This is an optimization exercise on Yosys and OpenROAD, whose aim is small area, not a production implementation.
In this exercise RTL edits were held to simulation tests only and were not proved equivalent to the original.
Power is estimated from default activity; no workload was simulated.

==> inputs of wip/zinc <==
Design elliott900, start of the top module:
module elliott900 (
    input  wire        clk,
    input  wire        rst,           
    input  wire [17:0] start_addr,    
    input  wire [31:0] limit,         
    output wire        mem_req,
    output wire        mem_we,
    output wire [13:0] mem_addr,
    output wire [17:0] mem_wdata,
    input  wire        mem_ack,
    input  wire [17:0] mem_rdata,
    output wire        io_req,
    output wire [2:0]  io_dev,
    output wire [7:0]  io_out,
    input  wire        io_ack,
    input  wire [7:0]  io_in,
    input  wire [1:0]  io_status,
    output wire        halted,
    output wire [4:0]  exit_code,
    output wire [2:0]  fatal_cause,
    output wire [13:0] stop_addr,
    output wire [17:0] acc_a,
    output wire [17:0] acc_q
);
clock: 7.0 ns
lec_check: 0
cap_margin: 20
core_margin: 2
core_utilization: 40
place_density: 0.6
slew_margin: 20
run.sh (not shown) runs the stock make flow with config.mk's settings and CLKGATE_MAP_FILE= SYNTH_SCRIPT=/design/flow/synth_recipe.tcl, a recipe that flattens the netlist after the stock synthesis.
==> wip/fjord: changes against wip/zinc <==
--- a/flow/design.v
+++ b/flow/design.v
@@ -36,46 +36,46 @@
         18'o217761, 18'o237766, 18'o100001, 18'o240001,
         18'o537764, 18'o364000, 18'o217767, 18'o237772,
         18'o364000, 18'o117775, 18'o017764, 18'o777775,
         18'o0, 18'o0, 18'o0, 18'o0};
     reg [4:0]  state;
-    reg [5:0]  seq;
+    reg [2:0]  sql, sqh;
     reg        lvl;           
     reg [17:0] A, Q, T;
-    reg [15:0] M;
+    reg [13:0] Ml;
+    reg [1:0]  Mh;
     reg [3:0]  fn;
     reg        C, S, DS, SF;
-    reg [3:0]  H;
     wire ack = mem_ack;
     wire [17:0] rd = mem_rdata;
-    wire last    = seq == 6'd35;
-    wire mbad    = M[15:14] != 2'b00;
-    wire mzero   = M[12:0] == 13'd0;
-    wire m_scr   = M == {13'd0, lvl, lvl, 1'b0};
-    wire m_prot  = !lvl && M[13:4] == 10'b0111111111 && (M[3] | M[2]);
-    wire [12:0] key = M[12:0];
+    wire last    = {sqh, sql} == 6'd35;
+    wire mbad    = Mh != 2'b00;
+    wire mzero   = Ml[12:0] == 13'd0;
+    wire m_scr   = {Mh, Ml} == {13'd0, lvl, lvl, 1'b0};
+    wire m_prot  = !lvl && Ml[13:4] == 10'b0111111111 && (Ml[3] | Ml[2]);
+    wire [12:0] key = Ml[12:0];
     wire k_rdr   = key == 13'd2048;
     wire k_tty   = key == 13'd2052;
     wire k_plot  = key == 13'd4864;
     wire k_pun   = key == 13'd6144;
     wire k_tto   = key == 13'd6148;
     wire k_lt    = key == 13'd7168;
     wire k_read  = k_rdr | k_tty;
     wire is_jmp  = fn == 4'd7 || fn == 4'd8 || fn == 4'd9;
     wire fn_is_init = fn == 4'd15;
     reg xa, xa17, xm, xm13, xt, xtl, xtr, xinv, xb;
-    reg ygl, yg13, yg14, ygh, yrom, ysa, yinv, cin;
+    reg ygl, yg13, ygh, yrom, ysa, yinv, cin;
     wire [17:0] t_l = {T[16:0], xb};         
     wire [17:0] t_r = {C, T[17:1]};          
     wire [17:0] xs  = ({xa17, {17{xa}}} & A)
-                    | ({2'b00, {2{xm}}, xm | xm13, {13{xm}}} & {2'b00, M})
+                    | ({2'b00, {2{xm}}, xm | xm13, {13{xm}}} & {2'b00, Mh, Ml})
                     | ({18{xt}}  & T)
                     | ({18{xtl}} & t_l)
                     | ({18{xtr}} & t_r);
     wire [18:0] X = {(xtl & T[17]) | (xtr & C), xs} ^ {19{xinv}};
-    wire [17:0] yg = ({{3{ygh}}, yg14, yg13, {13{ygl}}} & rd)
-                   | ({18{yrom}} & ROMV[seq[3:0]*18 +: 18])
+    wire [17:0] yg = ({{3{ygh}}, yg13, yg13, {13{ygl}}} & rd)
+                   | ({18{yrom}} & ROMV[{sqh[0], sql}*18 +: 18])
                    | ({18{ysa}} & start_addr);
     wire [18:0] Y = {yg[17], yg} ^ {19{yinv}};
     wire [6:0]   c1;
     wire [18:0]  Z;
     wire [11:6]  s2, h2, a2;
@@ -131,40 +131,39 @@
             default: ;
         endcase
     end
     assign mem_req   = mreq;
     assign mem_we    = mwe;
-    assign mem_addr  = (asel == 2'd0) ? M[13:0] :
-                       (asel == 2'd3) ? {1'b0, 9'h1ff, seq[3:0]} :
+    assign mem_addr  = (asel == 2'd0) ? Ml[13:0] :
+                       (asel == 2'd3) ? {1'b0, 9'h1ff, {sqh[0], sql}} :
                                         {11'd0, lvl, lvl, asel == 2'd2};
     assign mem_wdata = T;
     assign io_req = state == S_IOREQ;
     assign io_dev = k_rdr ? 3'd0 : k_tty ? 3'd1 : k_plot ? 3'd2 : k_pun ? 3'd3 : 3'd4;
     assign io_out = {A[7] & k_pun, A[6] & !k_plot, A[5:0]};
     assign halted      = state == S_HALT;
-    assign exit_code   = H[3] ? {H[2], H == H_LIM, H == H_TTY, H == H_RDR, 1'b0} : 5'd1;
-    assign fatal_cause = H[2:0];
-    assign stop_addr   = M[13:0];
+    assign exit_code   = sqh[0] ? {sql[2], {sqh[0], sql} == H_LIM, {sqh[0], sql} == H_TTY, {sqh[0], sql} == H_RDR, 1'b0} : 5'd1;
+    assign fatal_cause = sql;
+    assign stop_addr   = Ml;
     assign acc_a       = A;
     assign acc_q       = Q;
     reg [31:0] cnt;
     reg [4:0]  ph;
-    reg        cp, cy, ceq, cnz, cclr;
+    reg        cp, cy, ceq, cnz;
+    wire       cclr = state == S_INITL || state == S_INITW;
     wire cph0    = ph == 5'd0;
     wire ccy     = cph0 ? cp : cy;
     wire cnb     = ~cclr & (cnt[0] ^ ccy);
     wire cnt_ok  = cph0 & ~cp;
     wire cnt_hit = ceq & cnz;
     reg  cnt_inc;
     always @(posedge clk) begin
         if (rst) begin
             ph   <= 5'd0;
             cp   <= 1'b0;
-            cclr <= 1'b1;
         end else begin
             ph <= ph + 5'd1;
-            if (ph == 5'd31) cclr <= 1'b0;
             cp <= cnt_inc | (cp & ~cph0);
         end
         cnt <= {cnb, cnt[31:1]};
         cy  <= cnt[0] & ccy;
         ceq <= (cph0 | ceq) & (cnb == limit[ph]);
@@ -189,11 +188,11 @@
     wire dsub = ~(T[17] ^ DS);
     wire qbit = ~Z[18];
     wire dneg = S ^ DS;
     always @(*) begin
         xa = 0; xa17 = 0; xm = 0; xm13 = 0; xt = 0; xtl = 0; xtr = 0; xinv = 0; xb = 0;
-        ygl = 0; yg13 = 0; yg14 = 0; ygh = 0; yrom = 0; ysa = 0; yinv = 0; cin = 0;
+        ygl = 0; yg13 = 0; ygh = 0; yrom = 0; ysa = 0; yinv = 0; cin = 0;
         am = AM_HOLD; qm = QM_HOLD; qsin = 2'd0; qrz = 0; dfin = 0;
         t_ld = 0; m_ld = 0; seq_inc = 0; nstate = state;
         seq_set = 0; seq_v = 6'd0; h_set = 0; h_v = 4'd0;
         c_set = 0; c_v = 0; s_set = 0; ds_set = 0; sf_set = 0; sf_v = 0;
         lvl_set = 0; fn_ld = 0; cnt_inc = 0;
@@ -203,18 +202,18 @@
             end
             S_INITW: begin
                 am = AM_Z; qm = QM_Z;                        
                 if (ack) begin
                     seq_inc = 1;
-                    nstate = (seq[3:0] == 4'd15) ? S_INITS : S_INITL;
+                    nstate = ({sqh[0], sql} == 4'd15) ? S_INITS : S_INITL;
                 end
             end
             S_INITS: begin
                 ysa = 1; t_ld = 1; fn_ld = 1; nstate = S_W;
             end
             S_RSCR: begin
-                ygl = 1; yg13 = 1; yg14 = 1; ygh = 1;
+                ygl = 1; yg13 = 1;  ygh = 1;
                 sf_set = 1; sf_v = 0;
                 if (ack) begin
                     if (rd[17:14] != 4'd0) begin
                         h_set = 1; h_v = 4'd1; nstate = S_HALT;
                     end else begin
@@ -230,11 +229,11 @@
                     m_ld = 1; fn_ld = 1; cnt_inc = 1;
                     nstate = rd[17] ? S_RB : S_EXEC;
                 end
             end
             S_RB: begin
-                xm = 1; ygl = 1; yg13 = 1; yg14 = 1; ygh = 1;
+                xm = 1; ygl = 1; yg13 = 1;  ygh = 1;
                 if (ack) begin m_ld = 1; nstate = S_EXEC; end
             end
             S_EXEC: begin
                 case (fn)
                     4'd0, 4'd1, 4'd2, 4'd4, 4'd6, 4'd10, 4'd12, 4'd13: begin
@@ -248,11 +247,11 @@
                     4'd7: begin xa = 1; xa17 = 1; sf_set = 1; sf_v = zz; nstate = S_DZ; end
                     4'd8: nstate = S_JMP;
                     4'd9: nstate = A[17] ? S_JMP : S_DONE;
                     4'd14: begin
                         seq_set = 1; seq_v = 6'd0;
-                        if (M[12] != M[11]) begin
+                        if (Ml[12] != Ml[11]) begin
                             h_set = 1; h_v = 4'd3; nstate = S_HALT;
                         end else nstate = S_SHIFT;
                     end
                     default: begin
                         seq_set = 1; seq_v = 6'd29;
@@ -267,11 +266,11 @@
                     fn != 4'd14 && fn != 4'd15) begin
                     h_set = 1; h_v = 4'd2; nstate = S_HALT;
                 end
             end
             S_ROP: begin
-                ygl = 1; yg13 = 1; yg14 = 1; ygh = 1;
+                ygl = 1; yg13 = 1;  ygh = 1;
                 case (fn)
                     4'd0:  if (ack) begin qm = QM_Z; t_ld = 1; nstate = S_W; end
                     4'd1:  begin xa = 1; xa17 = 1;
                                  if (ack) begin am = AM_Z; nstate = S_DONE; end end
                     4'd2:  begin xa = 1; xa17 = 1; xinv = 1; cin = 1;
@@ -293,11 +292,11 @@
                       if (SF) begin h_set = 1; h_v = 4'd5; nstate = S_HALT; end
                       else nstate = S_DSTEP;
                   end else nstate = SF ? S_JMP : S_DONE;      
             S_MSTEP: begin
                 xtr = 1;
-                ygl = Q[0]; yg13 = Q[0]; yg14 = Q[0]; ygh = Q[0];
+                ygl = Q[0]; yg13 = Q[0];  ygh = Q[0];
                 yinv = Q[0] & last; cin = Q[0] & last;
                 if (ack) begin
                     t_ld = 1; c_set = 1; c_v = Z[18];
                     qm = QM_SHR; qrz = 1; seq_inc = 1;
                     if (last) nstate = S_MFIN;
@@ -306,11 +305,11 @@
             S_MFIN: begin
                 xt = 1; am = AM_Z; qm = QM_SHL; qsin = 2'd2; nstate = S_DONE;
             end
             S_DSTEP: begin
                 xtl = 1; xb = A[17] ^ S;
-                ygl = 1; yg13 = 1; yg14 = 1; ygh = 1; yinv = dsub; cin = dsub;
+                ygl = 1; yg13 = 1;  ygh = 1; yinv = dsub; cin = dsub;
                 if (ack) begin
                     t_ld = 1; seq_inc = 1;
                     if (last) begin
                         c_set = 1; c_v = qbit; nstate = S_DADJ;
                     end else begin
@@ -318,11 +317,11 @@
                     end
                 end
             end
             S_DADJ: begin
                 xt = 1; xinv = 1;
-                ygl = ~T[17]; yg13 = ~T[17]; yg14 = ~T[17]; ygh = ~T[17];
+                ygl = ~T[17]; yg13 = ~T[17];  ygh = ~T[17];
                 yinv = DS & ~T[17]; cin = DS & ~T[17];
                 if (ack) begin
                     sf_set = 1; sf_v = zz;
                     nstate = S_DAD2;
                 end
@@ -341,28 +340,28 @@
                 xa = 1; xa17 = 1; xinv = S; cin = C;
                 am = AM_Z; qm = QM_Z; dfin = 1; nstate = S_DONE;
             end
             S_SHIFT: begin
                 xm = 1;
-                if (M[12]) cin = 1; else yinv = 1;
+                if (Ml[12]) cin = 1; else yinv = 1;
                 if (mzero) nstate = S_DONE;
                 else begin
                     m_ld = 1; seq_inc = 1;
-                    if (M[12]) begin am = AM_SHR; qm = QM_SHR; end
+                    if (Ml[12]) begin am = AM_SHR; qm = QM_SHR; end
                     else       begin am = AM_SHL; qm = QM_SHL; qsin = 2'd0; end
                     if (last) nstate = S_DONE;
                 end
             end
             S_ROT: begin
                 xa = 1;
                 am = AM_SHL; qm = QM_SHL; qsin = 2'd2; seq_inc = 1;
-                if (seq == 6'd17) t_ld = 1;
+                if ({sqh, sql} == 6'd17) t_ld = 1;
                 if (last) nstate = S_STORE;
             end
             S_JMP: begin xm = 1; t_ld = 1; nstate = S_CHK; end
             S_STS1: begin
-                yg13 = 1; yg14 = 1;
+                yg13 = 1; 
                 if (ack) begin qm = QM_Z; nstate = S_STS2; end
             end
             S_STS2: begin
                 ygl = 1;
                 if (ack) begin
@@ -372,11 +371,11 @@
                 end
             end
             S_STORE: nstate = m_prot ? S_DONE : m_scr ? S_CHK : S_W;
             S_CHK: begin
                 xt = 1; xinv = 1; cin = fn == 4'd15;
-                ygl = 1; yg13 = 1; yg14 = 1; ygh = 1;
+                ygl = 1; yg13 = 1;  ygh = 1;
                 if (ack) begin
                     sf_set = 1; sf_v = zz;
                     nstate = (fn == 4'd15) ? S_DONE : S_W;
                 end
             end
@@ -402,11 +401,11 @@
                     nstate = S_HALT;
                 end
                 end
             end
             S_LT1: begin
-                xinv = 1; ygl = 1; yg13 = 1; yg14 = 1; ygh = 1;
+                xinv = 1; ygl = 1; yg13 = 1;  ygh = 1;
                 if (ack) begin t_ld = 1; lvl_set = 1; nstate = S_CHK; end
             end
             S_DONE: begin
                 xt = 1;
                 if (cnt_ok) begin
@@ -421,40 +420,46 @@
         endcase
     end
     always @(posedge clk) begin
         if (rst) begin
             state  <= S_INITL;
-            seq    <= 6'd4;
+            {sqh, sql} <= 6'd4;
             lvl    <= 1'b0;
         end else begin
             state <= nstate;
-            if (seq_set)      seq <= seq_v;
-            else if (seq_inc) seq <= seq + 6'd1;
+            if (h_set)        {sqh, sql} <= {2'b00, h_v};      
+            else if (seq_set) {sqh, sql} <= seq_v;
+            else if (seq_inc) {sqh, sql} <= {sqh, sql} + 6'd1;
             if (lvl_set) lvl <= 1'b1;
         end
     end
     always @(posedge clk) begin
         if (t_ld) T <= Z[17:0];
-        if (m_ld) M <= Z[15:0];
+        if (m_ld) {Mh, Ml} <= Z[15:0];
         if (fn_ld) fn <= (state == S_INITS) ? 4'd15 : rd[16:13];
         if (c_set) C <= c_v;
         if (s_set) S <= (state == S_DAD2) ? dneg : A[17];
         if (ds_set) DS <= rd[17];
         if (sf_set) SF <= sf_v;
-        if (h_set) H <= h_v;
-        case (am)
-            AM_Z:    A <= {Z[17:1], Z[0] | dfin};
-            AM_SHL:  A <= {A[16:0], Q[17]};
-            AM_SHL0: A <= {A[16:0], 1'b0};
-            AM_SHR:  A <= {A[17], A[17:1]};
-            AM_IO:   A <= {A[17:8], A[7] | io_in[7], io_in[6:0]};
-            AM_AND:  A <= A & rd;
-            default: ;
-        endcase
-        case (qm)
-            QM_Z:   Q <= {Z[17:1], Z[0] & ~dfin};
-            QM_SHL: Q <= {Q[16:0], (qsin == 2'd1) ? qbit : (qsin == 2'd2) ? A[17] : 1'b0};
-            QM_SHR: Q <= {qrz ? Z[0] : A[0], Q[17:1]};
-            default: ;
-        endcase
+    end
+    wire aZ = am == AM_Z,   aL = am == AM_SHL | am == AM_SHL0, aR = am == AM_SHR;
+    wire aN = am == AM_AND, aI = am == AM_IO,  aH = am == AM_HOLD;
+    wire qZ = qm == QM_Z,   qL = qm == QM_SHL, qR = qm == QM_SHR, qH = qm == QM_HOLD;
+    wire a_in0 = (am == AM_SHL) & Q[17];
+    wire q_in0 = (qsin == 2'd1) ? qbit : (qsin == 2'd2) ? A[17] : 1'b0;
+    wire q_in17 = qrz ? Z[0] : A[0];
+    wire [17:0] a_io = {A[17:8], A[7] | io_in[7], io_in[6:0]};
+    wire [17:0] a_d = ({18{aZ}} & {Z[17:1], Z[0] | dfin})
+                    | ({18{aL}} & {A[16:0], a_in0})
+                    | ({18{aR}} & {A[17], A[17:1]})
+                    | ({18{aN}} & A & rd)
+                    | ({18{aI}} & a_io)
+                    | ({18{aH}} & A);
+    wire [17:0] q_d = ({18{qZ}} & {Z[17:1], Z[0] & ~dfin})
+                    | ({18{qL}} & {Q[16:0], q_in0})
+                    | ({18{qR}} & {q_in17, Q[17:1]})
+                    | ({18{qH}} & Q);
+    always @(posedge clk) begin
+        A <= a_d;
+        Q <= q_d;
     end
 endmodule
==> flow/flow/run.sh (new file) <==
#!/bin/bash
# The standard layout, with the port buffers made from the smallest buffer cell.
set -euo pipefail
export BUFFER_PORTS_ARGS="-buffer_cell sky130_fd_sc_hd__buf_1"
bash standard.sh > standard.log 2>&1
==> flow/standard.sh (new file) <==
#!/bin/bash
# synth_recipe.tcl (not shown) runs the flow's synth.tcl, then flattens the netlist and writes it again
# the make line also repeats each setting of config.mk as NAME=value (left out here)
make -C /OpenROAD-flow-scripts/flow DESIGN_CONFIG=/design/flow/config.mk WORK_HOME=/design/flow/orfs CLKGATE_MAP_FILE= SYNTH_SCRIPT=/design/flow/synth_recipe.tcl "${@:-finish}"
==> flow/config.mk (replaced) <==
export PLATFORM = sky130hd
export DESIGN_NAME = elliott900
export DESIGN_NICKNAME = elliott900
export VERILOG_FILES = /design/flow/design.v
export SDC_FILE = /design/flow/constraint.sdc
export NUM_CORES = 4
export LEC_CHECK = 0
export CAP_MARGIN = 10
export CORE_MARGIN = 2
export CORE_UTILIZATION = 40
export GPL_TIMING_DRIVEN = 0
export PLACE_DENSITY = 0.6
export SLEW_MARGIN = 10
removed: flow/run.sh
==> wip/lagoon: changes against wip/zinc <==
--- a/flow/design.v
+++ b/flow/design.v
@@ -439,22 +439,28 @@
         if (c_set) C <= c_v;
         if (s_set) S <= (state == S_DAD2) ? dneg : A[17];
         if (ds_set) DS <= rd[17];
         if (sf_set) SF <= sf_v;
         if (h_set) H <= h_v;
-        case (am)
-            AM_Z:    A <= {Z[17:1], Z[0] | dfin};
-            AM_SHL:  A <= {A[16:0], Q[17]};
-            AM_SHL0: A <= {A[16:0], 1'b0};
-            AM_SHR:  A <= {A[17], A[17:1]};
-            AM_IO:   A <= {A[17:8], A[7] | io_in[7], io_in[6:0]};
-            AM_AND:  A <= A & rd;
-            default: ;
-        endcase
-        case (qm)
-            QM_Z:   Q <= {Z[17:1], Z[0] & ~dfin};
-            QM_SHL: Q <= {Q[16:0], (qsin == 2'd1) ? qbit : (qsin == 2'd2) ? A[17] : 1'b0};
-            QM_SHR: Q <= {qrz ? Z[0] : A[0], Q[17:1]};
-            default: ;
-        endcase
+    end
+    wire aZ = am == AM_Z,   aL = am == AM_SHL | am == AM_SHL0, aR = am == AM_SHR;
+    wire aN = am == AM_AND, aI = am == AM_IO,  aH = am == AM_HOLD;
+    wire qZ = qm == QM_Z,   qL = qm == QM_SHL, qR = qm == QM_SHR, qH = qm == QM_HOLD;
+    wire a_in0 = (am == AM_SHL) & Q[17];
+    wire q_in0 = (qsin == 2'd1) ? qbit : (qsin == 2'd2) ? A[17] : 1'b0;
+    wire q_in17 = qrz ? Z[0] : A[0];
+    wire [17:0] a_io = {A[17:8], A[7] | io_in[7], io_in[6:0]};
+    wire [17:0] a_d = ({18{aZ}} & {Z[17:1], Z[0] | dfin})
+                    | ({18{aL}} & {A[16:0], a_in0})
+                    | ({18{aR}} & {A[17], A[17:1]})
+                    | ({18{aN}} & A & rd)
+                    | ({18{aI}} & a_io)
+                    | ({18{aH}} & A);
+    wire [17:0] q_d = ({18{qZ}} & {Z[17:1], Z[0] & ~dfin})
+                    | ({18{qL}} & {Q[16:0], q_in0})
+                    | ({18{qR}} & {q_in17, Q[17:1]})
+                    | ({18{qH}} & Q);
+    always @(posedge clk) begin
+        A <= a_d;
+        Q <= q_d;
     end
 endmodule
==> flow/flow/run.sh (new file) <==
#!/bin/bash
# The standard layout, with the port buffers made from the smallest buffer cell.
set -euo pipefail
export BUFFER_PORTS_ARGS="-buffer_cell sky130_fd_sc_hd__buf_1"
bash standard.sh > standard.log 2>&1
==> flow/standard.sh (new file) <==
#!/bin/bash
# synth_recipe.tcl (not shown) runs the flow's synth.tcl, then flattens the netlist and writes it again
# the make line also repeats each setting of config.mk as NAME=value (left out here)
make -C /OpenROAD-flow-scripts/flow DESIGN_CONFIG=/design/flow/config.mk WORK_HOME=/design/flow/orfs CLKGATE_MAP_FILE= SYNTH_SCRIPT=/design/flow/synth_recipe.tcl "${@:-finish}"
removed: flow/run.sh
==> impl_results.md <==
- Status: complete, no violations
- Nonclk buf count: just under 300
- Metal3 WL: slightly above 5 mm
- FF-to-FF setup slack: 0.26 ns
- DR pass1 iterations: 9
- Switching pwr: between 0.003 and 0.004 W
- Proportion of synthesized area in mux cells: between 7 and 8%
- Combinational gate power: 0.00463 W
- Seq cells post-synth: approximately 130
- Worst Path Max Fanout: 10
- Clk power: approximately 0.00092 W
(the above is from wip/fjord)
==> impl_results.md <==
- Status: complete, no violations
- Combinational gate power: between 0.004 and 0.005 W
- Clk power: about 0.00091 W
- Proportion of synthesized area in mux cells: 7.177%
- Worst Path Max Fanout: 18
- DR pass1 iterations: 8
- Metal3 WL: between 4 and 5 mm
- Seq cells post-synth: between 100 and 150
- FF-to-FF setup slack: ~0.34 ns
- Switching pwr: around 0.0033 W
- Nonclk buf count: 260
(the above is from wip/lagoon)
==> impl_results.md <==
- Status: complete, no violations
- Buffers on Ports: about 190
- FF-to-FF setup slack: approximately 0.37 ns
- Switching pwr: 0.003536 W
- Worst Path Max Fanout: 17
- Metal3 WL: roughly 4.6 mm
- DR pass1 iterations: 9
- Seq cells post-synth: 136
- Nonclk buf count: between 200 and 250
- Combinational gate power: between 0.004 and 0.005 W
- Clk power: ~0.00093 W
- Sequential power share: 24.7%
- Routed wire length: about 42 mm
- Proportion of synthesized area in mux cells: 4.546%
(the above is from wip/zinc)

port drivers added, routing unchanged:
The flow's constraints put no driver on any port. The routed layouts listed below were extracted and timed again, unchanged, in two steps.
Step 1 assumes that a clkbuf_16 drives the clock port and a buf_2 every other input.
Step 2 moves the port delays by t, midway between the first and last clock arrival at a register: inputs arrive t later, outputs are due t later. That takes back most of the time a late clock gives input paths.
a / b / c = ideal ports / drivers / drivers and shift; a / b = the first two.
run	shift t [ns]	setup slack, ns	worst data-port slew with drivers (ns)
wip/zinc	0.482	0.374 / 0.374 / 0.188	0.05
wip/fjord	0.485	0.255 / 0.255 / 0.255	0.05
wip/lagoon	0.480	0.339 / 0.339 / 0.217	0.04
After both steps every run listed still meets setup and hold. The setup slack of wip/zinc, which loses most, moves by 0.000 ns with the drivers and by -0.186 ns with both steps.
